What follows belongs to an exercise in optimizing a design on an open flow for a short achievable clock period; a production flow would make more cautious choices. Function was not checked in any run shown here: the RTL went through the layout flow alone. Power and IR drop assume default switching activity.

### flow/config.mk
export PLATFORM = sky130hd
export DESIGN_NAME = srvmux
export DESIGN_NICKNAME = srvmux
export VERILOG_FILES = /design/flow/design.v
export SDC_FILE = /design/flow/constraint.sdc
export NUM_CORES = 4
export LEC_CHECK = 0
export ABC_CLOCK_PERIOD_IN_PS = 2500
export CAP_MARGIN = 20
export CELL_PAD_IN_SITES_DETAIL_PLACEMENT = 1
export CELL_PAD_IN_SITES_GLOBAL_PLACEMENT = 2
export CORE_MARGIN = 2
export CORE_UTILIZATION = 35
export PLACE_DENSITY = 0.5
export SLEW_MARGIN = 20
### flow/constraint.sdc
create_clock -name core_clock -period 10.0 [get_ports {clk}]
set_input_delay 2.0000 -clock core_clock [delete_from_list [all_inputs] [get_ports {clk}]]
set_output_delay 2.0000 -clock core_clock [all_outputs]
set_load 0.01 [all_outputs]
### flow/flow/run.sh
#!/bin/bash
# Standard ORFS layout, with timing repair aimed at a tighter target than the
# clock period: repair_timing keeps working until setup slack reaches the margin.
set -euo pipefail
bash standard.sh SETUP_SLACK_MARGIN=7.2 finish > standard_flow.log 2>&1
### flow/standard.sh
#!/bin/bash
# synth_recipe.tcl (not shown) runs the flow's synth.tcl, then flattens the netlist and writes it again
# the make line also repeats each setting of config.mk as NAME=value (left out here)
make -C /OpenROAD-flow-scripts/flow DESIGN_CONFIG=/design/flow/config.mk WORK_HOME=/design/flow/orfs CLKGATE_MAP_FILE= SYNTH_SCRIPT=/design/flow/synth_recipe.tcl "${@:-finish}"
### flow/design.v
module srvmux (
    input  wire        clk,
    input  wire        rst,           
    input  wire        tick,
    input  wire        cmd_valid,
    input  wire [47:0] cmd,
    output reg         resp_valid,
    output wire [39:0] resp,
    output wire        servo_out,
    output wire [3:0]  addr,
    output wire        step_out,
    output reg         ev_step_fire,
    output reg         ev_step_wrap,
    output reg         ev_div,
    output reg         ev_mux,
    output reg         ev_wdt
);
    reg [191:0] pw;           
    reg         wr_p;         
    reg [3:0]   wr_sel;
    reg [31:0]  imm_r;        
    reg [3:0]   idx;
    reg [11:0]  pulse;        
    reg [11:0]  scnt;
    reg         servo;        
    reg [15:0]  tcnt;
    reg [15:0]  ocr_s;
    reg [31:0]  rem;
    reg         step_en;
    reg         deferred;
    reg         in_step;
    reg [15:0]  ocr_d;
    reg         div_en;
    reg [3:0]   cnt_ms;
    reg [4:0]   cnt_10ms;
    reg [1:0]   cnt_250ms;
    reg         f10ms;
    reg         f250ms;
    reg         f1s;
    reg [1:0]   rsp_status;
    reg [31:0]  rsp_data;
    assign resp      = {6'd0, rsp_status, rsp_data};
    assign servo_out = servo;
    assign addr      = idx;
    assign step_out  = in_step;
    wire         wr_ok = wr_p & (imm_r[31:12] == 20'd0) &
                         (imm_r[11:0] >= 12'd600) & (imm_r[11:0] < 12'd2400);
    reg  [191:0] pw_t;
    integer k;
    always @(*) begin
        pw_t = pw;
        for (k = 0; k < 16; k = k + 1)
            if (wr_ok && wr_sel == k) pw_t[12*k +: 12] = imm_r[11:0];
    end
    wire [11:0]  pulse_t = (ev_mux && wr_ok && wr_sel == idx) ? imm_r[11:0] : pulse;
    wire        cm9    = (cnt_ms == 4'd9);
    wire        c24    = (cnt_10ms == 5'd24);
    wire        c3     = (cnt_250ms == 2'd3);
    wire [15:0] ocr_d_t     = ev_div ? ocr_d + 16'd1000 : ocr_d;
    wire [3:0]  cnt_ms_t    = ev_div ? (cm9 ? 4'd0 : cnt_ms + 4'd1) : cnt_ms;
    wire [4:0]  cnt_10ms_t  = (ev_div & cm9) ? (c24 ? 5'd0 : cnt_10ms + 5'd1) : cnt_10ms;
    wire [1:0]  cnt_250ms_t = (ev_div & cm9 & c24) ? cnt_250ms + 2'd1 : cnt_250ms;
    wire        f10ms_t  = f10ms  | (ev_div & cm9);
    wire        f250ms_t = f250ms | (ev_div & cm9 & c24);
    wire        f1s_t    = f1s    | (ev_div & cm9 & c24 & c3);
    wire [15:0] tp1    = tcnt + 16'd1;
    wire        rem_z  = (rem == 32'd0);
    wire        rem_lt = (rem[31:16] == 16'd0);            
    wire [15:0] base   = rem_z ? tcnt : ocr_s;
    wire [15:0] base17 = base + 16'd17;
    wire [15:0] basem  = base - 16'd10000;
    wire [15:0] xa     = tp1 - base;                       
    wire        x17    = (xa == 16'd17);
    wire        m0     = (tp1 == ocr_s);
    wire        mb     = ~rem_z & (tcnt + 16'd10001 == ocr_s);    
    wire        mc     = ~rem_z & m0;                             
    wire        dm     = ~ev_div & (tp1 == ocr_d);
    wire        w1     = (rem[31:17] == 15'd0);             
    wire        w2     = (rem < 32'd141072);                
    wire [15:0] wr_ocr = w1 ? (ocr_s + rem[15:0]) : w2 ? (ocr_s - 16'd10000) : ocr_s;
    wire [31:0] wr_rem = (w2 & ~w1) ? (rem - 32'd55536) : (rem - 32'd65536);
    wire [11:0] s1p    = scnt + 12'd1;
    wire        s1     = (s1p != pulse_t);
    wire [3:0]  idxp1  = idx + 4'd1;
    reg  [11:0] pwn;
    integer m;
    always @(*) begin
        pwn = 12'd0;
        for (m = 0; m < 16; m = m + 1)
            if (idxp1 == m) pwn = pw_t[12*m +: 12];
    end
    wire [11:0] period = pulse_t + 12'd1;
    reg [31:0] rv [0:31];
    integer j;
    always @(*) begin
        for (j = 0; j < 16; j = j + 1) rv[j] = {20'd0, pw_t[12*j +: 12]};
        rv[16] = {28'd0, idx};
        rv[17] = {20'd0, period};
        rv[18] = {20'd0, pulse_t};
        rv[19] = {20'd0, scnt};
        rv[20] = {16'd0, tcnt};
        rv[21] = {16'd0, ocr_s};
        rv[22] = rem;
        rv[23] = {29'd0, in_step, deferred, step_en};
        rv[24] = {16'd0, ocr_d_t};
        rv[25] = {31'd0, div_en};
        rv[26] = {28'd0, cnt_ms_t};
        rv[27] = {27'd0, cnt_10ms_t};
        rv[28] = {30'd0, cnt_250ms_t};
        rv[29] = {29'd0, f1s_t, f250ms_t, f10ms_t};
        rv[30] = {24'd0, idx, 2'b00, in_step, servo};
        rv[31] = 32'd0;
    end
    wire [7:0]  op  = cmd[47:40];
    wire [7:0]  sel = cmd[39:32];
    wire [31:0] imm = cmd[31:0];
    wire imm_z   = (imm == 32'd0);
    wire sel_z   = (sel == 8'd0);
    wire op1 = (op == 8'd1);
    wire op2 = (op == 8'd2);
    wire op3 = (op == 8'd3);
    wire op4 = (op == 8'd4);
    wire op5 = (op == 8'd5);
    wire op6 = (op == 8'd6);
    wire op7 = (op == 8'd7);
    wire opbad = ~(op1 | op2 | op3 | op4 | op5 | op6 | op7);
    wire sel_lt16 = (sel[7:4] == 4'd0);
    wire sel_le1e = (sel[7:5] == 3'd0) & ~(&sel[4:0]);
    wire sel_le2  = (sel[7:2] == 6'd0) & ~(&sel[1:0]);
    wire inrange  = (imm[31:12] == 20'd0) & (imm[11:0] >= 12'd600) & (imm[11:0] < 12'd2400);
    wire illegal = opbad | ((op2 | op5 | op6) & ~imm_z) | (op3 & ~sel_z) |
                   ((op4 | op7) & ~(sel_z & imm_z));
    wire range   = (op1 & ~(sel_lt16 & inrange)) | (op2 & ~sel_lt16) |
                   (op5 & ~sel_le2) | (op6 & ~sel_le1e);
    wire stateer = op7 & ~in_step;
    wire [1:0] status = illegal ? 2'd1 : range ? 2'd2 : stateer ? 2'd3 : 2'd0;
    wire rd_ok  = ~illegal & ~range & (op2 | op6);
    wire tst_ok = ~illegal & ~range & op5;
    wire [31:0] rdv = rv[sel[4:0]];
    wire        flv = (sel[1:0] == 2'd0) ? f10ms_t : (sel[1:0] == 2'd1) ? f250ms_t : f1s_t;
    wire [31:0] data = rd_ok ? rdv : tst_ok ? {31'd0, flv} : 32'd0;
    wire c_arm   = cmd_valid & op3 & sel_z;
    wire c_armnz = c_arm & ~imm_z;
    wire c_stop  = cmd_valid & op4 & sel_z & imm_z;
    wire c_tst   = cmd_valid & tst_ok;
    wire c_sdone = cmd_valid & op7 & sel_z & imm_z & in_step;
    wire        lt17  = (imm[31:5] == 27'd0) & (imm[4:0] < 5'd17);
    wire        caseA = (imm[31:16] == 16'd0);
    wire        caseB = ~caseA & (imm < 32'd75536);
    wire        caseC = ~caseA & ~caseB;
    wire        ca1   = (imm < 32'd131072);
    wire        ca2   = (imm < 32'd141072);
    wire [15:0] base_i   = base + imm[15:0];
    wire [15:0] ocr_a    = lt17 ? base17 : base_i;
    wire        eqa      = lt17 ? x17 : (imm[15:0] == xa);
    wire [31:0] rem_a    = lt17 ? 32'd17 : imm;
    wire [31:0] imm_p10k = imm + 32'd10000;
    wire [31:0] imm_m55k = imm - 32'd55536;
    wire [31:0] imm_m64k = {imm[31:16] - 16'd1, imm[15:0]};
    wire tk     = tick & ~in_step;                  
    wire a_fire = c_armnz & tk & caseA & eqa;
    wire a_wrap = c_armnz & tk & ((caseB & mb) | (caseC & mc));
    wire en_na  = ~c_stop & (step_en | (deferred & (~in_step | c_sdone)));
    wire mt     = tick & ~c_arm & en_na & m0;
    wire n_fire = mt & rem_lt;
    wire n_wrap = mt & ~rem_lt;
    wire e_fire = a_fire | n_fire;
    wire e_wrap = a_wrap | n_wrap;
    reg [15:0] n_ocr_s;
    reg [31:0] n_rem;
    always @(*) begin
        n_ocr_s = ocr_s;
        n_rem   = rem;
        if (c_arm) begin
            if (imm_z) begin
                n_rem = 32'd0;
            end else if (caseA) begin
                n_ocr_s = ocr_a;
                n_rem   = rem_a;
            end else if (caseB) begin
                n_ocr_s = a_wrap ? base_i : basem;
                n_rem   = a_wrap ? imm_m55k : imm_p10k;
            end else begin
                if (a_wrap && ca1) begin
                    n_ocr_s = base_i;
                    n_rem   = imm_m64k;
                end else if (a_wrap && ca2) begin
                    n_ocr_s = basem;
                    n_rem   = imm_m55k;
                end else begin
                    n_ocr_s = base;
                    n_rem   = a_wrap ? imm_m64k : imm;
                end
            end
        end else if (n_wrap) begin
            n_ocr_s = wr_ocr;
            n_rem   = wr_rem;
        end
    end
    wire n_in_step = e_fire | (in_step & ~c_sdone);
    reg  n_step_en, n_deferred;
    always @(*) begin
        if (c_arm) begin
            n_step_en  = ~imm_z & tk & ~a_fire;
            n_deferred = ~imm_z & ~tk;
        end else if (c_stop) begin
            n_step_en  = 1'b0;
            n_deferred = 1'b0;
        end else if (n_fire) begin
            n_step_en  = 1'b0;
            n_deferred = 1'b0;
        end else if (c_sdone) begin
            n_step_en  = step_en | deferred;
            n_deferred = 1'b0;
        end else if (tick & deferred & ~in_step) begin
            n_step_en  = 1'b1;
            n_deferred = 1'b0;
        end else begin
            n_step_en  = step_en;
            n_deferred = deferred;
        end
    end
    wire div_en1 = c_arm | (div_en & ~c_stop);
    wire e_div   = tick & dm & div_en1;
    wire clr10   = c_tst & (sel[1:0] == 2'd0);
    wire clr250  = c_tst & (sel[1:0] == 2'd1);
    wire clr1s   = c_tst & (sel[1:0] == 2'd2);
    wire e_mux   = tick & ~servo;
    always @(posedge clk) begin
        rsp_status <= status;
        rsp_data   <= data;
        imm_r      <= imm;
        wr_sel     <= sel[3:0];
        if (rst) begin
            pw           <= {16{12'd1500}};
            wr_p         <= 1'b0;
            idx          <= 4'd0;
            pulse        <= 12'd1500;
            scnt         <= 12'd0;
            servo        <= 1'b1;
            tcnt         <= 16'd0;
            ocr_s        <= 16'd0;
            rem          <= 32'd0;
            step_en      <= 1'b0;
            deferred     <= 1'b0;
            in_step      <= 1'b0;
            ocr_d        <= 16'd1000;
            div_en       <= 1'b1;
            cnt_ms       <= 4'd0;
            cnt_10ms     <= 5'd0;
            cnt_250ms    <= 2'd0;
            f10ms        <= 1'b0;
            f250ms       <= 1'b0;
            f1s          <= 1'b0;
            resp_valid   <= 1'b0;
            ev_step_fire <= 1'b0;
            ev_step_wrap <= 1'b0;
            ev_div       <= 1'b0;
            ev_mux       <= 1'b0;
            ev_wdt       <= 1'b0;
        end else begin
            pw    <= pw_t;
            wr_p  <= cmd_valid & op1 & sel_lt16;
            if (tick) begin
                tcnt <= tp1;
                if (servo) begin
                    scnt  <= s1p;
                    servo <= s1;
                end else begin
                    scnt  <= 12'd0;
                    servo <= 1'b1;
                    idx   <= idxp1;
                end
            end
            pulse    <= (tick & ~servo) ? pwn : pulse_t;
            ocr_s    <= n_ocr_s;
            rem      <= n_rem;
            step_en  <= n_step_en;
            deferred <= n_deferred;
            in_step  <= n_in_step;
            div_en   <= div_en1;
            ocr_d     <= ocr_d_t;
            cnt_ms    <= cnt_ms_t;
            cnt_10ms  <= cnt_10ms_t;
            cnt_250ms <= cnt_250ms_t;
            f10ms  <= f10ms_t  & ~clr10;
            f250ms <= f250ms_t & ~clr250;
            f1s    <= f1s_t    & ~clr1s;
            resp_valid   <= cmd_valid;
            ev_step_fire <= e_fire;
            ev_step_wrap <= e_wrap;
            ev_div       <= e_div;
            ev_mux       <= e_mux;
            ev_wdt       <= e_mux | e_div;
        end
    end
endmodule
==> results of run 1 <==
path summary, 6_finish.rpt:
path	from	to	depth (start not counted)
setup / recovery	cmd[22]	ocr_s[7]$_SDFFE_PP0P_	16
hold / removal	pw[66]$_SDFF_PP1_	pw[66]$_SDFF_PP1_	2
setup reg to reg	rem[3]$_SDFFE_PP0P_	step_en$_SDFFE_PP0P_	19
hold reg to reg	pw[66]$_SDFF_PP1_	pw[66]$_SDFF_PP1_	2
state kept, by name, summed over array words and instances (netlist names), 2 cells and up:
| signal | cells |
|---|---|
| pw | 192 |
| imm_r | 32 |
| rem | 32 |
| rsp_data | 32 |
| ocr_s | 16 |
| tcnt | 16 |
| ocr_d | 13 |
| pulse | 12 |
| scnt | 12 |
| cnt_10ms | 5 |
| cnt_ms | 4 |
| idx | 4 |
| wr_sel | 4 |
| cnt_250ms | 2 |
| rsp_status | 2 |
layout make-up:
cell class	count	area (um2)	area share [%]
multi-input combinational	2677	21910	55.80
sequential	393	7954	20.25
timing repair buffer	616	6125	15.60
clock buffer	61	1343	3.419
tap	969	1212	3.087
clock inverter	29	404.1	1.029
inverter	75	319.1	0.8124
antenna	1	2.502	0.006372
stage by stage:
| step | hold WS (ns) | std cells | utilization, % | instance area (um2) | total power, uW |
|---|---|---|---|---|---|
| 2_1_floorplan | 0.4517 | 3392 | - | 27560 | 1803 |
| 3_3_place_gp | 0.4687 | 4303 | 38.95 | 29050 | 1928 |
| 3_5_place_dp | 0.4814 | 4303 | 38.96 | 29050 | 1933 |
| 4_1_cts | 0.4966 | 4657 | 48.05 | 35830 | 3956 |
| 5_1_grt | 0.5275 | 4820 | 52.66 | 39270 | 4090 |
| 6_report | 0.4979 | 4821 | 52.66 | 39270 | 3991 |
routing by layer:
layer / wire [um] / vias up / track usage, % / part of all wire (%)
li1: - / 13300 / - / -
met1: 60910 / 15380 / 46.01 / 39
met2: 71560 / 1430 / 62.67 / 46
met3: 11000 / 534 / 6.263 / 7.0
met4: 13360 / 4 / 27.46 / 8.5
met5: 20 / - / 0 / 0.013
what timing repair did:
item	in CTS	in global routing
pin swaps	203	199
gates cloned	12	5
setup buffers	252	158
setup endpoints to repair	298	235
hold buffers	0	0
resized for setup	1098	437
logic make-up after synthesis:
logic type	after synthesis	synth area share [%]
multiplexers	234	8.916
flip-flops	393	29.82
AND/OR/NAND/NOR	1337	24.58
XOR/XNOR	200	6.858
buffers and inverters	326	4.946
adder cells (fa/ha/maj)	77	3.737
other	1	0.01421
AO/OA/AOI/OAI	819	21.13
worst max-delay path, delay by kind of cell:
kind                   cells  cell delay, ns
AOI/OAI and AO/OA          6            1.25
and+or+nand+nor            5            1.07
buffers and inverters      5            0.71
where the power goes:
group | total [uW] | switching (uW) | internal, uW
registers | 1590 | 13.3 | 1570
logic | 433 | 277 | 156
clock network | 1970 | 807 | 1160
total | 3990 | 1100 | 2890
cells in the final DEF, fill, tap and decap left out, types with 32 or more instances in the layout:
| cell type | instances |
|---|---|
| o21ai_1 | 35 |
| a21oi_1 | 114 |
| nand3_1 | 84 |
| and2_1 | 36 |
| nor2_1 | 318 |
| ha_1 | 58 |
| a31oi_1 | 33 |
| mux2i_1 | 96 |
| mux2i_2 | 33 |
| mux2i_4 | 100 |
| o211ai_1 | 32 |
| o22ai_1 | 97 |
| inv_1 | 58 |
| nand2_1 | 363 |
| buf_4 | 355 |
| xor2_1 | 51 |
| o21ai_0 | 86 |
| clkbuf_16 | 54 |
| dfxtp_2 | 39 |
| nor3_1 | 72 |
| buf_6 | 138 |
| nand4_1 | 43 |
| dfxtp_1 | 344 |
| buf_12 | 54 |
| xnor2_1 | 127 |
| a21oi_2 | 33 |
==> run summary, run 1 <==
Final Setup Violations 0; slowest cell on the critical path a311o_1; CP cell instances buf_12, nor4_4, nand4_1, buf_6, a211o_4, buf_6, nor2_4, nand2_2, a2111oi_4, buf_4, buf_6, o211ai_1, nand2_1, a22oi_2, a311o_1, a21oi_1; Mapped Area 26380 um2; row count 100; Hold Crit Class flop to flop; share of the synthesized area in the top cell type 29.82%; Post-Synthesis Cells 3387; initial antenna violation count 4; Synth Register Bits 393; Core Area 74570 um2; final-report max-slew violation count 0; number of distinct library cells after synthesis 102; Clk pin slew, worst setup/hold paths 0.06 ns; leakage 0.01482 uW; CP peak stage delay 0.34 ns; post-synthesis average cell area 7.789 um2; dpl ws 2.703 ns; Nets 3942; most frequent CP cell buf_6; Critical Path Sink Type flop; placed wire-length estimate 107100 um; CTS tree yes; WL/cell 32.54 um; die height 278.6 um; number of buffers created by CTS 50; vias in the first global route 30620; post-layout min period 4.504 ns; routability cong. 0.9769; crit start category primary input; largest net degree at the start of global routing 149; fill count 8407; max cap viols 0; Iteration-0 DRC Markers 2585; via count 30650; total gr overflow 0; unrepaired setup endpoints after global routing true; DR DRC count 0; CTS H-tree lvls 2; CTS sink count 393; Final WS setup 5.496 ns; starting density of the core 35.38%; share of cells above drive strength 1 36.38%; TNS Setup 0 ns; period utilization 45.04%; Critical Path AT 5.05 ns; deepest clock path buffer count 3; IO Pins 104; Worst Tran Pin Value 1.052 ns; f_max 222.0 MHz; Seq/Total Area, Yosys 29.82%; vias per cell 6.358; Die X 278.6 um; Worst-Skew Late Latency 0.63 ns; Post-synth EDFFs 0; kind of critical path primary input to flop; Pwr per Cell Area 101.6 nW/um2; Synth area leaders dfxtp_1 (30%), mux2i_1 (8.7%), nand2_1 (5.7%); I/O Buffers 97; Peak supply drop 0.0001250 V; most frequent cells after synthesis nand2_1 (403), dfxtp_1 (393), nor2_1 (359); Async S/R FF share, synth 0%; Worst slew margin 29.50%; first-pass GRT wire length 218800 um; routed wire length 156900 um; WP data required 10.54 ns; final antenna-violating net count 0; root buffer cell clkbuf_16; DIE AREA 77590 um2; Final Hold Viols 0; Top FF cell, synth dfxtp_1; Synth Warn # 2; outcome timing/DRC/antenna clean; Layout area overhead 48.85%; most common cell in the synthesized netlist nand2_1; Tot GR Track Use 38.43%; Max FO, Critical Path 5; leading area contributor after synthesis dfxtp_1; Reg2Reg Setup Slack 5.51 ns; clock skew 0.03011 ns; 1st-pass router iterations 6
==> run 2: changes to the inputs <==
--- a/flow/design.v
+++ b/flow/design.v
@@ -26,10 +26,14 @@
     reg [15:0]  tcnt;
     reg [15:0]  ocr_s;
     reg [31:0]  rem;
+    reg         rem_z;        
+    reg         rem_lt;       
+    reg [15:0]  xa;           
     reg         step_en;
     reg         deferred;
     reg         in_step;
     reg [15:0]  ocr_d;
+    reg [15:0]  odm1;         
     reg         div_en;
     reg [3:0]   cnt_ms;
     reg [4:0]   cnt_10ms;
@@ -57,6 +61,7 @@
     wire        c24    = (cnt_10ms == 5'd24);
     wire        c3     = (cnt_250ms == 2'd3);
     wire [15:0] ocr_d_t     = ev_div ? ocr_d + 16'd1000 : ocr_d;
+    wire [15:0] odm1_t      = ev_div ? odm1 + 16'd1000 : odm1;
     wire [3:0]  cnt_ms_t    = ev_div ? (cm9 ? 4'd0 : cnt_ms + 4'd1) : cnt_ms;
     wire [4:0]  cnt_10ms_t  = (ev_div & cm9) ? (c24 ? 5'd0 : cnt_10ms + 5'd1) : cnt_10ms;
     wire [1:0]  cnt_250ms_t = (ev_div & cm9 & c24) ? cnt_250ms + 2'd1 : cnt_250ms;
@@ -64,20 +69,21 @@
     wire        f250ms_t = f250ms | (ev_div & cm9 & c24);
     wire        f1s_t    = f1s    | (ev_div & cm9 & c24 & c3);
     wire [15:0] tp1    = tcnt + 16'd1;
-    wire        rem_z  = (rem == 32'd0);
-    wire        rem_lt = (rem[31:16] == 16'd0);            
     wire [15:0] base   = rem_z ? tcnt : ocr_s;
     wire [15:0] base17 = base + 16'd17;
     wire [15:0] basem  = base - 16'd10000;
-    wire [15:0] xa     = tp1 - base;                       
+    wire [15:0] xb     = rem_z ? 16'd1 : xa;
+    wire [15:0] xa1    = xa + 16'd1;
+    wire [15:0] xb1    = rem_z ? 16'd2 : xa1;
     wire        x17    = (xa == 16'd17);
-    wire        m0     = (tp1 == ocr_s);
-    wire        mb     = ~rem_z & (tcnt + 16'd10001 == ocr_s);    
+    wire        m0     = (xa == 16'd0);                           
+    wire        mb     = ~rem_z & (xa == 16'd55536);              
     wire        mc     = ~rem_z & m0;                             
-    wire        dm     = ~ev_div & (tp1 == ocr_d);
+    wire        dm     = ~ev_div & (tcnt == odm1);
     wire        w1     = (rem[31:17] == 15'd0);             
     wire        w2     = (rem < 32'd141072);                
     wire [15:0] wr_ocr = w1 ? (ocr_s + rem[15:0]) : w2 ? (ocr_s - 16'd10000) : ocr_s;
+    wire [15:0] wr_xa  = w1 ? (xa1 - rem[15:0]) : w2 ? xa_p10k1 : xa1;
     wire [31:0] wr_rem = (w2 & ~w1) ? (rem - 32'd55536) : (rem - 32'd65536);
     wire [11:0] s1p    = scnt + 12'd1;
     wire        s1     = (s1p != pulse_t);
@@ -151,9 +157,17 @@
     wire        ca1   = (imm < 32'd131072);
     wire        ca2   = (imm < 32'd141072);
     wire [15:0] base_i   = base + imm[15:0];
-    wire [15:0] ocr_a    = lt17 ? base17 : base_i;
-    wire        eqa      = lt17 ? x17 : (imm[15:0] == xa);
-    wire [31:0] rem_a    = lt17 ? 32'd17 : imm;
+    wire        eqa      = ~rem_z & (lt17 ? x17 : (imm[15:0] == xa));
+    wire [15:0] xbi0     = xb  - imm[15:0];         
+    wire [15:0] xbi1     = xb1 - imm[15:0];         
+    wire [15:0] xa_m17   = xa + 16'hFFEF;
+    wire [15:0] xa_m16   = xa + 16'hFFF0;
+    wire [15:0] xa_p10k  = xa + 16'd10000;
+    wire [15:0] xa_p10k1 = xa + 16'd10001;
+    wire [15:0] xb17_0   = rem_z ? 16'hFFF0 : xa_m17;    
+    wire [15:0] xb17_1   = rem_z ? 16'hFFF1 : xa_m16;
+    wire [15:0] xbm_0    = rem_z ? 16'd10001 : xa_p10k;   
+    wire [15:0] xbm_1    = rem_z ? 16'd10002 : xa_p10k1;
     wire [31:0] imm_p10k = imm + 32'd10000;
     wire [31:0] imm_m55k = imm - 32'd55536;
     wire [31:0] imm_m64k = {imm[31:16] - 16'd1, imm[15:0]};
@@ -166,37 +180,38 @@
     wire n_wrap = mt & ~rem_lt;
     wire e_fire = a_fire | n_fire;
     wire e_wrap = a_wrap | n_wrap;
-    reg [15:0] n_ocr_s;
-    reg [31:0] n_rem;
-    always @(*) begin
-        n_ocr_s = ocr_s;
-        n_rem   = rem;
-        if (c_arm) begin
-            if (imm_z) begin
-                n_rem = 32'd0;
-            end else if (caseA) begin
-                n_ocr_s = ocr_a;
-                n_rem   = rem_a;
-            end else if (caseB) begin
-                n_ocr_s = a_wrap ? base_i : basem;
-                n_rem   = a_wrap ? imm_m55k : imm_p10k;
-            end else begin
-                if (a_wrap && ca1) begin
-                    n_ocr_s = base_i;
-                    n_rem   = imm_m64k;
-                end else if (a_wrap && ca2) begin
-                    n_ocr_s = basem;
-                    n_rem   = imm_m55k;
-                end else begin
-                    n_ocr_s = base;
-                    n_rem   = a_wrap ? imm_m64k : imm;
-                end
-            end
-        end else if (n_wrap) begin
-            n_ocr_s = wr_ocr;
-            n_rem   = wr_rem;
-        end
-    end
+    wire sA   = c_armnz & caseA;                        
+    wire sBw  = c_armnz & caseB & a_wrap;               
+    wire sBn  = c_armnz & caseB & ~a_wrap;              
+    wire sC1  = c_armnz & caseC & a_wrap & ca1;         
+    wire sC2  = c_armnz & caseC & a_wrap & ~ca1 & ca2;  
+    wire sC3  = c_armnz & caseC & a_wrap & ~ca2;        
+    wire sCn  = c_armnz & caseC & ~a_wrap;              
+    wire sZ   = c_arm & imm_z;                          
+    wire sW   = n_wrap;                                 
+    wire sH   = ~c_arm & ~n_wrap;                       
+    wire o_i   = sBw | sC1 | (sA & ~lt17);              
+    wire o_17  = sA & lt17;                             
+    wire o_m   = sBn | sC2;                             
+    wire o_b   = sC3 | sCn;                             
+    wire o_h   = sZ | sH;                               
+    wire [15:0] n_ocr_s = ({16{o_i}}  & base_i) | ({16{o_17}} & base17) |
+                          ({16{o_m}}  & basem)  | ({16{o_b}}  & base)   |
+                          ({16{sW}}   & wr_ocr) | ({16{o_h}}  & ocr_s);
+    wire [15:0] n_xa    = ({16{o_i  & ~tick}} & xbi0)   | ({16{o_i  & tick}} & xbi1)   |
+                          ({16{o_17 & ~tick}} & xb17_0) | ({16{o_17 & tick}} & xb17_1) |
+                          ({16{o_m  & ~tick}} & xbm_0)  | ({16{o_m  & tick}} & xbm_1)  |
+                          ({16{o_b  & ~tick}} & xb)     | ({16{o_b  & tick}} & xb1)    |
+                          ({16{sW}} & wr_xa) |
+                          ({16{o_h  & ~tick}} & xa)     | ({16{o_h  & tick}} & xa1);
+    wire [31:0] n_rem   = ({32{sA & ~lt17}} & imm)      | ({32{sA & lt17}} & 32'd17) |
+                          ({32{sBw | sC2}}  & imm_m55k) | ({32{sBn}} & imm_p10k)     |
+                          ({32{sC1 | sC3}}  & imm_m64k) | ({32{sCn}} & imm)          |
+                          ({32{sW}} & wr_rem) | ({32{sH}} & rem);
+    wire n_rem_z  = c_arm ? imm_z :
+                    n_wrap ? (rem == 32'h0001_0000) : rem_z;
+    wire n_rem_lt = c_arm ? (imm_z | caseA | (caseB & a_wrap) | (caseC & a_wrap & ca1)) :
+                    n_wrap ? w1 : rem_lt;
     wire n_in_step = e_fire | (in_step & ~c_sdone);
     reg  n_step_en, n_deferred;
     always @(*) begin
@@ -241,10 +256,14 @@
             tcnt         <= 16'd0;
             ocr_s        <= 16'd0;
             rem          <= 32'd0;
+            rem_z        <= 1'b1;
+            rem_lt       <= 1'b1;
+            xa           <= 16'd1;
             step_en      <= 1'b0;
             deferred     <= 1'b0;
             in_step      <= 1'b0;
             ocr_d        <= 16'd1000;
+            odm1         <= 16'd999;
             div_en       <= 1'b1;
             cnt_ms       <= 4'd0;
             cnt_10ms     <= 5'd0;
@@ -275,11 +294,15 @@
             pulse    <= (tick & ~servo) ? pwn : pulse_t;
             ocr_s    <= n_ocr_s;
             rem      <= n_rem;
+            rem_z    <= n_rem_z;
+            rem_lt   <= n_rem_lt;
+            xa       <= n_xa;
             step_en  <= n_step_en;
             deferred <= n_deferred;
             in_step  <= n_in_step;
             div_en   <= div_en1;
             ocr_d     <= ocr_d_t;
+            odm1      <= odm1_t;
             cnt_ms    <= cnt_ms_t;
             cnt_10ms  <= cnt_10ms_t;
             cnt_250ms <= cnt_250ms_t;
==> run 2 against run 1 <==
Final cell count grew 11%. Clock-buffer cell count grew 15. Via count grew 13%. Die area grew 12%. Worst setup slack lost 0.10 ns. Combinational power grew 28%. Global-route usage grew 0.50 points. Synthesized area grew 12%. Clock skew is essentially flat. First-iteration DRC count grew 16%. Non-clock buffer count shrank 12. Synthesized cell count grew 12%.
==> run summary, run 2 <==
outcome timing/DRC/antenna clean (unchanged); max FFs per register 192 (unchanged); Critical Path Sink Type flop (unchanged); hold path start pw[148]$_SDFF_PP1_ (was pw[66]$_SDFF_PP1_); vias in the first global route 34290 (was 30620); Hold Crit Class flop to flop (unchanged); post-layout util 51.06% (was 52.66%); CP startpoint cmd[13] (was cmd[22]); CTS sink count 424 (was 393); largest net degree at the start of global routing 88 (was 149); Iteration-0 DRC Markers 2998 (was 2585); Synth area leaders dfxtp_1 (29%), mux2i_1 (7.0%), nand2_1 (5.2%) (was dfxtp_1 (30%), mux2i_1 (8.7%), nand2_1 (5.7%)); Biggest register pw (unchanged); CP peak stage delay 0.54 ns (was 0.34 ns); 1st-pass router iterations 5 (was 6); CP cell instances buf_8, buf_12, buf_6, buf_6, nand4_1, o211ai_1, nand3_2, buf_6, nand3_1, a211oi_4, o31ai_4, buf_6, o21ai_0, a31oi_1 (was buf_12, nor4_4, nand4_1, buf_6, a211o_4, buf_6, nor2_4, nand2_2, a2111oi_4, buf_4, buf_6, o211ai_1, nand2_1, a22oi_2, a311o_1, a21oi_1); slowest cell on the critical path o211ai_1 (was a311o_1); vias per cell 6.470 (was 6.358); f_max 217.1 MHz (was 222.0 MHz); Critical Path AT 5.12 ns (was 5.05 ns); Top FF cell, synth dfxtp_1 (unchanged); root buffer cell clkbuf_16 (unchanged); Worst slew margin 36.02% (was 29.50%); deepest clock path buffer count 3 (unchanged); first-pass GRT wire length 246700 um (was 218800 um); final antenna-violating net count 0 (unchanged); post-synthesis average cell area 7.781 um2 (was 7.789 um2); Pwr per Cell Area 101.3 nW/um2 (was 101.6 nW/um2); via count 34520 (was 30650); Clk pin slew, worst setup/hold paths 0.06 ns (about the same); fill count 9488 (was 8407); routed wire length 179800 um (was 156900 um); commonest non-fill, non-tap cell in the layout nand2_1 (unchanged); Layout area overhead 44.40% (was 48.85%); leading area contributor after synthesis dfxtp_1 (unchanged); WL/cell 33.70 um (was 32.54 um); row count 106 (was 100); CP Buf/Inv Count 6 (was 5); critical path's top delay family compound AO/OA/AOI/OAI gates (unchanged); leakage 0.01665 uW (was 0.01482 uW); total gr overflow 0 (unchanged); Nets 4388 (was 3942); Final Setup Violations 0 (unchanged); most frequent CP cell buf_6 (unchanged); number of buffers created by CTS 53 (was 50); post-layout min period 4.605 ns (was 4.504 ns); initial antenna violation count 1 (was 4); CTS tree yes (unchanged); number of distinct library cells after synthesis 107 (was 102); Mapped Area 29550 um2 (was 26380 um2); max cap viols 0 (unchanged); Tot GR Track Use 38.93% (was 38.43%); share of the synthesized area in the top cell type 28.73% (was 29.82%); I/O Buffers 97 (unchanged); Post-synth EDFFs 0 (unchanged); RR Startpoint xa[5]$_SDFF_PP0_ (was rem[3]$_SDFFE_PP0P_); routability cong. 1.016 (was 0.9769); most common cell in the synthesized netlist dfxtp_1 (was nand2_1); CTS H-tree lvls 2 (unchanged); share of cells above drive strength 1 32.84% (was 36.38%); Synth Warn # 2 (unchanged); most frequent cells after synthesis dfxtp_1 (424), nand2_1 (412), nor2_1 (396) (was nand2_1 (403), dfxtp_1 (393), nor2_1 (359)); Worst-Skew Late Latency 0.65 ns (was 0.63 ns); WP data required 10.51 ns (was 10.54 ns); placed wire-length estimate 117300 um (was 107100 um); Max FO, Critical Path 5 (unchanged); Final Hold Viols 0 (unchanged); Peak supply drop 0.0001625 V (was 0.0001250 V); unrepaired setup endpoints after global routing true (unchanged); clock skew 0.02967 ns (was 0.03011 ns); crit start category primary input (unchanged); IO Pins 104 (unchanged); die height 294.5 um (was 278.6 um); Worst Tran Pin Value 0.9528 ns (was 1.052 ns); Post-Synthesis Cells 3797 (was 3387); starting density of the core 35.36% (was 35.38%); Core Area 83560 um2 (was 74570 um2); Async S/R FF share, synth 0% (unchanged); TNS Setup 0 ns (unchanged); most frequent cells in the layout nand2_1 (374), dfxtp_1 (370), nor2_1 (359), buf_4 (317), buf_6 (156) (was nand2_1 (363), buf_4 (355), dfxtp_1 (344), nor2_1 (318), buf_6 (138)); Seq/Total Area, Yosys 28.73% (was 29.82%); Die X 294.5 um (was 278.6 um); final-report max-slew violation count 0 (unchanged); period utilization 46.05% (was 45.04%); Synth Register Bits 424 (was 393); DR DRC count 0 (unchanged); kind of critical path primary input to flop (unchanged); CTS Hold Bufs 0 (unchanged); DIE AREA 86760 um2 (was 77590 um2)
run 2: cell count changes in the layout (fill, tap and decap cells not counted), sizes merged, moves of 27 or more:
cell   before  now
ha         74  116
dfxtp     393  424
nor2      360  399
a21oi     162  202
o21ai     154  181
a31oi      38   72
run 2: cells by family (layout without fill, tap and decap cells):
| kind of cell | after synthesis | count (layout) | synth area share, % |
|---|---|---|---|
| simple gates | 1471 | 1472 | 24.60 |
| compound gates | 1000 | 1004 | 22.66 |
| flops | 424 | 424 | 28.73 |
| buf+inv | 350 | 797 | 4.933 |
| mux | 224 | 224 | 7.707 |
| xor+xnor | 206 | 206 | 6.107 |
| fa+ha+maj | 121 | 121 | 5.251 |
| other cells | 1 | 7 | 0.01269 |
run 2: metal layers:
| layer | vias to the layer above | wire length, um | part of all wire, % | track usage [%] |
|---|---|---|---|---|
| li1 | 14850 | - | - | - |
| met4 | 0 | 17090 | 9.5 | 29.58 |
| met2 | 1778 | 82420 | 46 | 63.86 |
| met3 | 709 | 12890 | 7.2 | 6.365 |
| met5 | - | 0 | 0 | 0 |
| met1 | 17180 | 67400 | 37 | 45.55 |
run 2: power by group:
part / leakage, uW / switching (uW) / internal [uW]
clock network: 0.000889 / 859 / 1180
logic: 0.0123 / 366 / 188
registers: 0.00346 / 27.7 / 1700
total: 0.0166 / 1250 / 3070
run 2: final timing paths:
kind	endpoint	slack [ns]	depth (start not counted)
max reg2reg	rem[14]$_SDFF_PP0_	5.89	11
max	rem[14]$_SDFF_PP0_	5.39	14
min	pw[148]$_SDFF_PP1_	0.49	2
min reg2reg	pw[148]$_SDFF_PP1_	0.49	2
run 2: final cells by class:
type                    count  area, um2  area share, %
inverters                  98      417.9         0.9795
repair buffers            604       6340          14.86
repair inverters            1      8.758        0.02053
well taps                1080       1351          3.167
diodes                      1      2.502       0.005865
clock inverters            18      251.5         0.5895
flip-flops and latches    424       8596          20.15
clock buffers              76       1553          3.640
multi-input cells        3033      24140          56.59
run 2: metrics by stage:
step           total power [uW]  cell area (um2)  cells  hold slack, ns  setup slack, ns
3_5_place_dp               2177            32010   4809          0.4704            3.249
2_1_floorplan              2005            30440   3802          0.4389            5.489
6_report                   4322            42660   5335          0.4896            5.395
5_1_grt                    4416            42660   5334          0.5196            5.439
3_3_place_gp               2170            32000   4809          0.4648            3.316
4_1_cts                    4273            39490   5186          0.4861            5.840
run 2: repair_timing:
item | CTS | global route
resized for setup | 1162 | 417
setup endpoints to repair | 363 | 321
setup buffers | 264 | 142
gates cloned | 19 | 6
pin swaps | 195 | 183
endpoints found under the hold margin | 0 | 0
run 2: tightest hold or removal path, cell delays in order (launching register included):
cell,delay (ns)
dfxtp_1,0.31
a21oi_1,0.09
nand2_1,0.06

[static timing again, ports no longer ideal]
How much do the figures lean on ideal ports? The routed layouts below were timed once more, with nothing changed but the port constraints. Step 1 assumes that a clkbuf_16 drives the clock port and a buf_2 every other input. Step 2 adds t to the input delays and takes it off the output delays; t is the mean of the earliest and latest rising clock arrival at the registers after step 1. Input paths then give back, and output paths get back, about the clock's delay inside the block. Slacks: ideal ports / drivers / drivers and shift; pairs: ideal ports / drivers.
run | shift t [ns] | setup slack, ns | latest minus earliest clock arrival (ns) | worst slew at a driven data input, ns | cell pins on the clock port's net
run 1 | 0.683 | 5.496 / 5.512 / 4.829 | 0.031 / 0.032 | 0.07 | 1
run 2 | 0.704 | 5.395 / 5.370 / 4.666 | 0.029 / 0.030 | 0.19 | 1
After both steps every run listed still meets setup and hold. For run 2, which loses most, drivers alone change the setup slack by -0.025 ns; drivers and shift together by -0.729 ns.
